Context: an optimization exercise on an open-source flow, tuned for small area, a short achievable clock period and few clock cycles. The choices shown serve that exercise and are no tape-out recipe.
Only simulation tests tie the RTL to the original design; equivalence was not proved.

==> run Y <==
// bsq_core
module bsq_core (
    input  wire        clk,
    input  wire        rst,
    input  wire        cmd_valid,
    output wire        cmd_ready,
    input  wire [31:0] cmd,
    input  wire [63:0] data,
    output wire        rsp_valid,
    input  wire        rsp_ready,
    output wire [1:0]  rsp,
    output wire [63:0] result,
    output wire        fault_o
);
    reg [511:0] bufq;            
    reg [9:0]   wpos;            
    reg [9:0]   upos;            
    reg [6:0]   ulen;
    reg         fault;
    reg [3:0]   cause;
    reg [6:0]   wroom;           
    reg [6:0]   uroom;           
    reg         s_idle, s_dr, s_resp;
    reg         first_q;         
    reg [1:0]   rsp_q;
    reg [3:0]   fc_q;            
    reg         ok_q;            
    reg         res_q;           
    reg         o_w, o_r, o_uinit, o_w0, o_pnew, o_bwr;
    reg [6:0]   nmove_q;
    reg [63:0]  dq;              
    reg         neg_q;           
    reg [5:0]   dn_q;            
    reg         ds_q;            
    reg         wr2_q;           
    reg [8:0]   wp_q;            
    reg [8:0]   rp_q;            
    reg [7:0]   rlo_q;           
    reg [7:0]   rhi_q;           
    reg         wph_q;           
    reg [5:0]   toff_q;          
    reg [5:0]   amt_q;           
    assign cmd_ready = s_idle && !rst;
    assign rsp_valid = s_resp;
    assign fault_o   = fault;
    assign rsp       = rsp_q;
    reg [63:0] pre_or;
    integer j, k;
    always @(*) begin
        pre_or[0] = 1'b0;
        for (j = 1; j < 64; j = j + 1)
            pre_or[j] = pre_or[j-1] | dq[j-1];
    end
    assign result = {64{ok_q && res_q}} & (dq ^ ({64{neg_q}} & pre_or));
    reg [63:0] ge;               
    reg [63:0] lo, hi, vin, r1, r2, rot;
    always @(*) begin
  ...
clock: 10.0 ns
lec_check: 0
cap_margin: 20
core_margin: 2
core_utilization: 40
setup_slack_margin: 5
slew_margin: 20
run.sh (not shown) runs the stock make flow with config.mk's settings and CLKGATE_MAP_FILE= SYNTH_SCRIPT=/design/flow/synth_recipe.tcl, a recipe that flattens the netlist after the stock synthesis.
==> inputs of run E, as changes to run Y <==
--- a/flow/design.v
+++ b/flow/design.v
@@ -14,46 +14,39 @@
     reg [511:0] bufq;            
     reg [9:0]   wpos;            
     reg [9:0]   upos;            
     reg [6:0]   ulen;
     reg         fault;
     reg [3:0]   cause;
-    reg [6:0]   wroom;           
-    reg [6:0]   uroom;           
-    reg         s_idle, s_dr, s_resp;
+    reg         s_idle, s_dr, s_dr1, s_resp;
+    reg         brd_q;           
     reg         first_q;         
     reg [1:0]   rsp_q;
     reg [3:0]   fc_q;            
     reg         ok_q;            
     reg         res_q;           
     reg         o_w, o_r, o_uinit, o_w0, o_pnew, o_bwr;
-    reg [6:0]   nmove_q;
+    reg [5:0]   nb_q;            
+    reg         sg_q;            
     reg [63:0]  dq;              
-    reg         neg_q;           
-    reg [5:0]   dn_q;            
-    reg         ds_q;            
+    reg [57:0]  win_q;           
+    reg         wv_q;            
     reg         wr2_q;           
     reg [8:0]   wp_q;            
     reg [8:0]   rp_q;            
     reg [7:0]   rlo_q;           
-    reg [7:0]   rhi_q;           
     reg         wph_q;           
     reg [5:0]   toff_q;          
     reg [5:0]   amt_q;           
+    wire [7:0]  rhi_q = {rlo_q[6:0], 1'b0};      
     assign cmd_ready = s_idle && !rst;
     assign rsp_valid = s_resp;
     assign fault_o   = fault;
     assign rsp       = rsp_q;
-    reg [63:0] pre_or;
     integer j, k;
-    always @(*) begin
-        pre_or[0] = 1'b0;
-        for (j = 1; j < 64; j = j + 1)
-            pre_or[j] = pre_or[j-1] | dq[j-1];
-    end
-    assign result = {64{ok_q && res_q}} & (dq ^ ({64{neg_q}} & pre_or));
+    assign result = {64{ok_q && res_q}} & dq;
     reg [63:0] ge;               
     reg [63:0] lo, hi, vin, r1, r2, rot;
     always @(*) begin
         for (j = 0; j < 64; j = j + 1)
             ge[j] = (j >= toff_q);
         lo = 64'd0;
@@ -107,12 +100,14 @@
                    ((op_bitw | op_bitr) & !ad_z) |
                    (op_byte & !nb_z) |
                    (op[3:1] == 3'b111);
     wire is_query = op_q & nb_z & ad_z;
     wire        sgn       = op_adds | op_reads;
     wire        bad_width = (nbits > 6'd57);
+    wire [6:0]  wroom     = (!wpos[9] && !(wpos[8:6] == 3'd7 && wpos[5:0] != 6'd0)) ? 7'd64 : {1'b0, 6'd0 - wpos[5:0]};
+    wire [6:0]  uroom     = (!upos[9] && !(upos[8:6] == 3'd7 && upos[5:0] != 6'd0)) ? 7'd64 : {1'b0, 6'd0 - upos[5:0]};
     wire        wr_ovf    = !wroom[6] && (sgn ? (nbits >= wroom[5:0]) : (nbits > wroom[5:0]));
     wire        rd_ovf    = !uroom[6] && (sgn ? (nbits >= uroom[5:0]) : (nbits > uroom[5:0]));
     wire        bad_len   = (data[63:7] != 57'd0) || (data[6] && data[5:0] != 6'd0);
     wire rej = fault && !is_query;
     reg [3:0] fcause;
     always @(*) begin
@@ -121,15 +116,15 @@
         else if (op_byte && !ahi_z)                 fcause = 4'd5;
         else if (op_uinit && bad_len)               fcause = 4'd6;
         else if (op_bitw && wr_ovf)                 fcause = 4'd1;
         else if (op_bitr && rd_ovf)                 fcause = 4'd2;
         else                                        fcause = 4'd0;
     end
-    wire        in_dr  = s_dr;
-    wire [5:0]  rn     = in_dr ? dn_q : nbits;
-    wire        rs     = in_dr ? ds_q : op_reads;
+    wire        in_dr  = s_dr1;
+    wire [5:0]  rn     = in_dr ? nb_q : nbits;
+    wire        rs     = in_dr ? sg_q : op_reads;
     reg [56:0] mask;
     always @(*)
         for (j = 0; j < 57; j = j + 1)
             mask[j] = (rn > j);
     reg [56:0] dpre;
     always @(*) begin
@@ -138,26 +133,32 @@
             dpre[j] = dpre[j-1] | data[j-1];
     end
     wire [56:0] dmag   = data[56:0] ^ ({57{data[63]}} & dpre);
     wire [57:0] wval_d = op_adds ? {dmag & mask, data[63]} :
                          op_bwr  ? {50'd0, data[7:0]} :
                                    {1'b0, data[56:0] & mask};
-    wire [56:0] rmag = (rs ? win[57:1] : win[56:0]) & mask;
-    wire        rneg = rs & win[0];
+    wire [56:0] rmag = (rs ? win_q[57:1] : win_q[56:0]) & mask;
+    reg  [63:0] rpre;
+    always @(*) begin
+        rpre[0] = 1'b0;
+        for (j = 1; j < 64; j = j + 1)
+            rpre[j] = rpre[j-1] | ((j <= 57) ? rmag[j-1] : 1'b0);
+    end
+    wire [63:0] rres = {7'd0, rmag} ^ ({64{rs && win_q[0]}} & rpre);
     wire [6:0]  plen = wpos[9:3] + {6'd0, (wpos[2:0] != 3'd0)};
     wire        more = (upos[9:3] < ulen);
     reg [63:0] dq_acc;
     always @(*) begin
         dq_acc = 64'd0;
         if (op_stat)  dq_acc[7:0] = {cause, 2'b00, more, fault};
         if (op_wpos)  dq_acc[9:0] = wpos;
         if (op_plen)  dq_acc[6:0] = plen;
         if (op_rpos)  dq_acc[9:0] = upos;
         if (op_ulenr) dq_acc[6:0] = ulen;
         if (op_uinit) dq_acc[6:0] = data[6:0];
-        if (op_bitr)  dq_acc[56:0] = rmag;
+        if (op_bitr)  dq_acc = rres;
         if (op_bitw | op_bwr) dq_acc[57:0] = wval_d;
     end
     wire ex = first_q && ok_q;
     reg [9:0] wpos_n, upos_n;
     always @(*) begin
         wpos_n = wpos;
@@ -166,34 +167,44 @@
             wpos_n = 10'd0;
             upos_n = 10'd0;
         end else if (ex) begin
             if (o_w0)
                 wpos_n = 10'd0;
             if (o_w)
-                wpos_n = wpos + {3'd0, nmove_q};
+                wpos_n = wpos + {4'd0, nb_q} + {9'd0, sg_q};
             if (o_uinit)
                 upos_n = 10'd0;
             if (o_r)
-                upos_n = upos + {3'd0, nmove_q};
-        end
-    end
-    wire [9:0] wrm = 10'd512 - wpos_n;
-    wire [9:0] urm = 10'd512 - upos_n;
-    wire [8:0] rp_n   = accept ? (op_brd ? {addr[5:0], 3'b000} : rp_q) : upos_n[8:0];
+                upos_n = upos + {4'd0, nb_q} + {9'd0, sg_q};
+        end
+    end
+    wire [9:0] uspec  = upos + {4'd0, nbits} + {9'd0, sgn};
+    reg  [8:0] rp_n;
+    always @(*) begin
+        rp_n = upos_n[8:0];
+        if (accept) begin
+            if (op_brd)
+                rp_n = {addr[5:0], 3'b000};
+            else if (op_bitr && wv_q)
+                rp_n = uspec[8:0];
+            else if (op_uinit)
+                rp_n = 9'd0;
+            else
+                rp_n = upos[8:0];
+        end
+    end
     wire       wph_n  = !rst && ((accept && (op_bitw || op_bwr)) || (first_q && o_w));
     wire [5:0] woff_n = accept ? (op_bwr ? {addr[2:0], 3'b000} : wpos[5:0]) : wp_q[5:0];
     always @(posedge clk) begin
         wpos   <= wpos_n;
         upos   <= upos_n;
-        wroom  <= (wrm[9:6] != 4'd0) ? 7'd64 : {1'b0, wrm[5:0]};
-        uroom  <= (urm[9:6] != 4'd0) ? 7'd64 : {1'b0, urm[5:0]};
         rp_q   <= rp_n;
-        for (k = 0; k < 8; k = k + 1) begin
+        win_q  <= win;
+        wv_q   <= !rst && !wph_q && !(ex && o_pnew) && (rp_q == upos_n[8:0]);
+        for (k = 0; k < 8; k = k + 1)
             rlo_q[k] <= (rp_n[8:6] == k);
-            rhi_q[k] <= (rp_n[8:6] + 3'd1 == k) && (k != 0);
-        end
         wph_q  <= wph_n;
         toff_q <= wph_n ? woff_n : rp_n[5:0];
         amt_q  <= wph_n ? (6'd0 - woff_n) : rp_n[5:0];
         wr2_q  <= !rst && ex && o_w;
         first_q <= accept;
         if (accept)
@@ -203,26 +214,32 @@
         if (rst) begin
             ulen   <= 7'd0;
             fault  <= 1'b0;
             cause  <= 4'd0;
             s_idle <= 1'b1;
             s_dr   <= 1'b0;
+            s_dr1  <= 1'b0;
             s_resp <= 1'b0;
         end else begin
             if (ex && o_uinit)
                 ulen <= dq[6:0];
             if (first_q && !ok_q && fc_q != 4'd0) begin
                 fault <= 1'b1;
                 cause <= fc_q;
             end
             if (accept) begin
                 s_idle <= 1'b0;
-                s_dr   <= op_brd || (op_bitr && wph_q);
-                s_resp <= !(op_brd || (op_bitr && wph_q));
+                s_dr   <= op_brd || (op_bitr && !wv_q);
+                s_resp <= !(op_brd || (op_bitr && !wv_q));
+                brd_q  <= op_brd;
             end else if (s_dr) begin
                 s_dr   <= 1'b0;
+                s_dr1  <= !brd_q;
+                s_resp <= brd_q;
+            end else if (s_dr1) begin
+                s_dr1  <= 1'b0;
                 s_resp <= 1'b1;
             end else if (s_resp && rsp_ready) begin
                 s_resp <= 1'b0;
                 s_idle <= 1'b1;
             end
         end
@@ -234,20 +251,19 @@
             o_w     <= op_bitw;
             o_r     <= op_bitr;
             o_uinit <= op_uinit;
             o_w0    <= op_pnew || op_prst;
             o_pnew  <= op_pnew;
             o_bwr   <= op_bwr;
-            nmove_q <= {1'b0, nbits} + {6'd0, sgn};
+            nb_q    <= op_brd ? 6'd8 : nbits;
+            sg_q    <= sgn;
             dq      <= dq_acc;
-            neg_q   <= op_reads && win[0];
-            dn_q    <= op_brd ? 6'd8 : nbits;
-            ds_q    <= op_reads;
         end else if (s_dr) begin
-            dq      <= {7'd0, rmag};
-            neg_q   <= rneg;
+            dq      <= {56'd0, win[7:0]};
+        end else if (s_dr1) begin
+            dq      <= rres;
         end
     end
     wire       wen = ((ex && (o_w || o_bwr)) || wr2_q) && !rst;
     reg [63:0] wbits;
     reg [7:0]  ws;
     reg [63:0] keep;
==> inputs of run B, as changes to run Y <==
--- a/flow/design.v
+++ b/flow/design.v
@@ -14,46 +14,39 @@
     reg [511:0] bufq;            
     reg [9:0]   wpos;            
     reg [9:0]   upos;            
     reg [6:0]   ulen;
     reg         fault;
     reg [3:0]   cause;
-    reg [6:0]   wroom;           
-    reg [6:0]   uroom;           
-    reg         s_idle, s_dr, s_resp;
+    reg         s_idle, s_dr, s_dr1, s_resp;
+    reg         brd_q;           
     reg         first_q;         
     reg [1:0]   rsp_q;
     reg [3:0]   fc_q;            
     reg         ok_q;            
     reg         res_q;           
     reg         o_w, o_r, o_uinit, o_w0, o_pnew, o_bwr;
-    reg [6:0]   nmove_q;
+    reg [5:0]   nb_q;            
+    reg         sg_q;            
     reg [63:0]  dq;              
-    reg         neg_q;           
-    reg [5:0]   dn_q;            
-    reg         ds_q;            
+    reg [57:0]  win_q;           
+    reg         wv_q;            
     reg         wr2_q;           
     reg [8:0]   wp_q;            
     reg [8:0]   rp_q;            
     reg [7:0]   rlo_q;           
-    reg [7:0]   rhi_q;           
     reg         wph_q;           
     reg [5:0]   toff_q;          
     reg [5:0]   amt_q;           
+    wire [7:0]  rhi_q = {rlo_q[6:0], 1'b0};      
     assign cmd_ready = s_idle && !rst;
     assign rsp_valid = s_resp;
     assign fault_o   = fault;
     assign rsp       = rsp_q;
-    reg [63:0] pre_or;
     integer j, k;
-    always @(*) begin
-        pre_or[0] = 1'b0;
-        for (j = 1; j < 64; j = j + 1)
-            pre_or[j] = pre_or[j-1] | dq[j-1];
-    end
-    assign result = {64{ok_q && res_q}} & (dq ^ ({64{neg_q}} & pre_or));
+    assign result = {64{ok_q && res_q}} & dq;
     reg [63:0] ge;               
     reg [63:0] lo, hi, vin, r1, r2, rot;
     always @(*) begin
         for (j = 0; j < 64; j = j + 1)
             ge[j] = (j >= toff_q);
         lo = 64'd0;
@@ -107,12 +100,14 @@
                    ((op_bitw | op_bitr) & !ad_z) |
                    (op_byte & !nb_z) |
                    (op[3:1] == 3'b111);
     wire is_query = op_q & nb_z & ad_z;
     wire        sgn       = op_adds | op_reads;
     wire        bad_width = (nbits > 6'd57);
+    wire [6:0]  wroom     = (!wpos[9] && !(wpos[8:6] == 3'd7 && wpos[5:0] != 6'd0)) ? 7'd64 : {1'b0, 6'd0 - wpos[5:0]};
+    wire [6:0]  uroom     = (!upos[9] && !(upos[8:6] == 3'd7 && upos[5:0] != 6'd0)) ? 7'd64 : {1'b0, 6'd0 - upos[5:0]};
     wire        wr_ovf    = !wroom[6] && (sgn ? (nbits >= wroom[5:0]) : (nbits > wroom[5:0]));
     wire        rd_ovf    = !uroom[6] && (sgn ? (nbits >= uroom[5:0]) : (nbits > uroom[5:0]));
     wire        bad_len   = (data[63:7] != 57'd0) || (data[6] && data[5:0] != 6'd0);
     wire rej = fault && !is_query;
     reg [3:0] fcause;
     always @(*) begin
@@ -121,15 +116,15 @@
         else if (op_byte && !ahi_z)                 fcause = 4'd5;
         else if (op_uinit && bad_len)               fcause = 4'd6;
         else if (op_bitw && wr_ovf)                 fcause = 4'd1;
         else if (op_bitr && rd_ovf)                 fcause = 4'd2;
         else                                        fcause = 4'd0;
     end
-    wire        in_dr  = s_dr;
-    wire [5:0]  rn     = in_dr ? dn_q : nbits;
-    wire        rs     = in_dr ? ds_q : op_reads;
+    wire        in_dr  = s_dr1;
+    wire [5:0]  rn     = in_dr ? nb_q : nbits;
+    wire        rs     = in_dr ? sg_q : op_reads;
     reg [56:0] mask;
     always @(*)
         for (j = 0; j < 57; j = j + 1)
             mask[j] = (rn > j);
     reg [56:0] dpre;
     always @(*) begin
@@ -138,26 +133,32 @@
             dpre[j] = dpre[j-1] | data[j-1];
     end
     wire [56:0] dmag   = data[56:0] ^ ({57{data[63]}} & dpre);
     wire [57:0] wval_d = op_adds ? {dmag & mask, data[63]} :
                          op_bwr  ? {50'd0, data[7:0]} :
                                    {1'b0, data[56:0] & mask};
-    wire [56:0] rmag = (rs ? win[57:1] : win[56:0]) & mask;
-    wire        rneg = rs & win[0];
+    wire [56:0] rmag = (rs ? win_q[57:1] : win_q[56:0]) & mask;
+    reg  [63:0] rpre;
+    always @(*) begin
+        rpre[0] = 1'b0;
+        for (j = 1; j < 64; j = j + 1)
+            rpre[j] = rpre[j-1] | ((j <= 57) ? rmag[j-1] : 1'b0);
+    end
+    wire [63:0] rres = {7'd0, rmag} ^ ({64{rs && win_q[0]}} & rpre);
     wire [6:0]  plen = wpos[9:3] + {6'd0, (wpos[2:0] != 3'd0)};
     wire        more = (upos[9:3] < ulen);
     reg [63:0] dq_acc;
     always @(*) begin
         dq_acc = 64'd0;
         if (op_stat)  dq_acc[7:0] = {cause, 2'b00, more, fault};
         if (op_wpos)  dq_acc[9:0] = wpos;
         if (op_plen)  dq_acc[6:0] = plen;
         if (op_rpos)  dq_acc[9:0] = upos;
         if (op_ulenr) dq_acc[6:0] = ulen;
         if (op_uinit) dq_acc[6:0] = data[6:0];
-        if (op_bitr)  dq_acc[56:0] = rmag;
+        if (op_bitr)  dq_acc = rres;
         if (op_bitw | op_bwr) dq_acc[57:0] = wval_d;
     end
     wire ex = first_q && ok_q;
     reg [9:0] wpos_n, upos_n;
     always @(*) begin
         wpos_n = wpos;
@@ -166,34 +167,44 @@
             wpos_n = 10'd0;
             upos_n = 10'd0;
         end else if (ex) begin
             if (o_w0)
                 wpos_n = 10'd0;
             if (o_w)
-                wpos_n = wpos + {3'd0, nmove_q};
+                wpos_n = wpos + {4'd0, nb_q} + {9'd0, sg_q};
             if (o_uinit)
                 upos_n = 10'd0;
             if (o_r)
-                upos_n = upos + {3'd0, nmove_q};
-        end
-    end
-    wire [9:0] wrm = 10'd512 - wpos_n;
-    wire [9:0] urm = 10'd512 - upos_n;
-    wire [8:0] rp_n   = accept ? (op_brd ? {addr[5:0], 3'b000} : rp_q) : upos_n[8:0];
+                upos_n = upos + {4'd0, nb_q} + {9'd0, sg_q};
+        end
+    end
+    wire [9:0] uspec  = upos + {4'd0, nbits} + {9'd0, sgn};
+    reg  [8:0] rp_n;
+    always @(*) begin
+        rp_n = upos_n[8:0];
+        if (accept) begin
+            if (op_brd)
+                rp_n = {addr[5:0], 3'b000};
+            else if (op_bitr && wv_q)
+                rp_n = uspec[8:0];
+            else if (op_uinit)
+                rp_n = 9'd0;
+            else
+                rp_n = upos[8:0];
+        end
+    end
     wire       wph_n  = !rst && ((accept && (op_bitw || op_bwr)) || (first_q && o_w));
     wire [5:0] woff_n = accept ? (op_bwr ? {addr[2:0], 3'b000} : wpos[5:0]) : wp_q[5:0];
     always @(posedge clk) begin
         wpos   <= wpos_n;
         upos   <= upos_n;
-        wroom  <= (wrm[9:6] != 4'd0) ? 7'd64 : {1'b0, wrm[5:0]};
-        uroom  <= (urm[9:6] != 4'd0) ? 7'd64 : {1'b0, urm[5:0]};
         rp_q   <= rp_n;
-        for (k = 0; k < 8; k = k + 1) begin
+        win_q  <= win;
+        wv_q   <= !rst && !wph_q && !(ex && o_pnew) && (rp_q == upos_n[8:0]);
+        for (k = 0; k < 8; k = k + 1)
             rlo_q[k] <= (rp_n[8:6] == k);
-            rhi_q[k] <= (rp_n[8:6] + 3'd1 == k) && (k != 0);
-        end
         wph_q  <= wph_n;
         toff_q <= wph_n ? woff_n : rp_n[5:0];
         amt_q  <= wph_n ? (6'd0 - woff_n) : rp_n[5:0];
         wr2_q  <= !rst && ex && o_w;
         first_q <= accept;
         if (accept)
@@ -203,26 +214,32 @@
         if (rst) begin
             ulen   <= 7'd0;
             fault  <= 1'b0;
             cause  <= 4'd0;
             s_idle <= 1'b1;
             s_dr   <= 1'b0;
+            s_dr1  <= 1'b0;
             s_resp <= 1'b0;
         end else begin
             if (ex && o_uinit)
                 ulen <= dq[6:0];
             if (first_q && !ok_q && fc_q != 4'd0) begin
                 fault <= 1'b1;
                 cause <= fc_q;
             end
             if (accept) begin
                 s_idle <= 1'b0;
-                s_dr   <= op_brd || (op_bitr && wph_q);
-                s_resp <= !(op_brd || (op_bitr && wph_q));
+                s_dr   <= op_brd || (op_bitr && !wv_q);
+                s_resp <= !(op_brd || (op_bitr && !wv_q));
+                brd_q  <= op_brd;
             end else if (s_dr) begin
                 s_dr   <= 1'b0;
+                s_dr1  <= !brd_q;
+                s_resp <= brd_q;
+            end else if (s_dr1) begin
+                s_dr1  <= 1'b0;
                 s_resp <= 1'b1;
             end else if (s_resp && rsp_ready) begin
                 s_resp <= 1'b0;
                 s_idle <= 1'b1;
             end
         end
@@ -234,20 +251,19 @@
             o_w     <= op_bitw;
             o_r     <= op_bitr;
             o_uinit <= op_uinit;
             o_w0    <= op_pnew || op_prst;
             o_pnew  <= op_pnew;
             o_bwr   <= op_bwr;
-            nmove_q <= {1'b0, nbits} + {6'd0, sgn};
+            nb_q    <= op_brd ? 6'd8 : nbits;
+            sg_q    <= sgn;
             dq      <= dq_acc;
-            neg_q   <= op_reads && win[0];
-            dn_q    <= op_brd ? 6'd8 : nbits;
-            ds_q    <= op_reads;
         end else if (s_dr) begin
-            dq      <= {7'd0, rmag};
-            neg_q   <= rneg;
+            dq      <= {56'd0, win[7:0]};
+        end else if (s_dr1) begin
+            dq      <= rres;
         end
     end
     wire       wen = ((ex && (o_w || o_bwr)) || wr2_q) && !rst;
     reg [63:0] wbits;
     reg [7:0]  ws;
     reg [63:0] keep;
Settings changed: CORE_UTILIZATION 40 to 50, CTS_CLUSTER_DIAMETER set to 150, CTS_CLUSTER_SIZE set to 20.
==> flow_summary.toml <==
[yosys]
synth_compound_area_frac = 0.333
synthAdderAreaFrac = 0.0152
syn_nets = 5643

[die]
die_y_microns = 304

[clock_tree]
clock_sinks = 726
postCtsSetupRepairBufs = 12

[timing]
worstMarginPinSlew_ns = 1.26

[place]
dp.cells = 6541
preCtsSetupSlack_ns = 2.96

[global_route]
grtUsageMet1 = 0.621

[outcome]
status = "complete, no violations"

[layout]
final_area_sq_mm = 0.0501
reg_top3 = "bufq x512, dq x59, win_q x58"
the above is filed under run B

==> flow_summary.toml <==
[timing]
setup_ws_ns = 3.94

[yosys]
synth_compound_area_frac = 0.350
synthAdderAreaFrac = 0.0142
synth_area_leaders = "dfxtp_1 27%, a22oi_1 7.4%, edfxtp_1 6.4%, nand2_1 5.3%, a22o_1 5.0%"
syn_nets = 5513

[worst_setup_path]
r2r_start = "rlo_q[4]"
cpMaxStageDelayCell = "edfxtp_1"

[routing]
wirelength_mm = 273

[place]
preCtsSetupSlack_ns = 3.78
dp.cells = 6734

[clock_tree]
cts_root_buffer = "clkbuf_16"
postCtsSetupRepairBufs = 37
holdBufCountCts = 0

[outcome]
status = "complete, no violations"

[layout]
reg_top3 = "bufq x512, dq x58"
final_area_sq_mm = 0.0517

[die]
die_y_microns = 337
die_width_microns = 337
the above is filed under run Y

==> flow_summary.toml <==
[outcome]
status = "complete, no violations"

[layout]
reg_top3 = "bufq x512, dq x59, win_q x58"
buf_share = 0.0602
final_area_sq_mm = 0.0523

[clock_tree]
postCtsSetupRepairBufs = 17
cts_buffer_depth = 3
cts_tree = "done"
clock_sinks = 726

[routing]
dr.first_iter.drc_count = 7551
drc = 0

[yosys]
synth_compound_area_frac = 0.333
avgSynthCellArea_sq_um = 8.19
synthAdderAreaFrac = 0.0152

[timing]
worstMarginPinSlew_ns = 1.22

[global_route]
grt_usage = 0.419
grtUsageMet1 = 0.544

[place]
preCtsSetupSlack_ns = 2.74
dp.cells = 6850

[pwr]
p_seq_frac = 0.368

[worst_hold_path]
min-delay-start = "bufq[5]"

[worst_setup_path]
path_buf_inv = 1
the above is filed under run E

Testbench counts of run Y, summed over its fixed seeds: cycles 8,678.
Testbench counts of run E, summed over its fixed seeds: cycles 8,678.
Testbench counts of run B, summed over its fixed seeds: cycles 8,678.

[static timing again, ports no longer ideal]
In the flow no input, the clock included, has a driving cell. The finished layouts below were timed again as built, in two steps.
Step 1 assumes that a clkbuf_16 drives the clock port and a buf_2 every other input.
Step 2 times the ports against the registers' clock, not the clock port: input delays grow and output delays shrink by t, the midpoint of the rising clock arrivals with the driver on.
Slacks: ideal ports / drivers / drivers and shift; pairs: ideal ports / drivers.
run	t (ns)	setup WS [ns]	latest minus earliest clock arrival (ns)	worst data-port slew with drivers (ns)	cell pins on the clock port's net
run Y	0.766	3.940 / 3.858 / 4.223	0.049 / 0.049	0.11	1
run E	0.772	4.877 / 4.877 / 4.317	0.051 / 0.051	0.06	1
run B	0.728	4.795 / 4.795 / 4.405	0.033 / 0.033	0.06	1
After both steps setup and hold are still met in every run listed. For run E, which loses most, drivers alone change the setup slack by 0.000 ns; drivers and shift together by -0.560 ns.
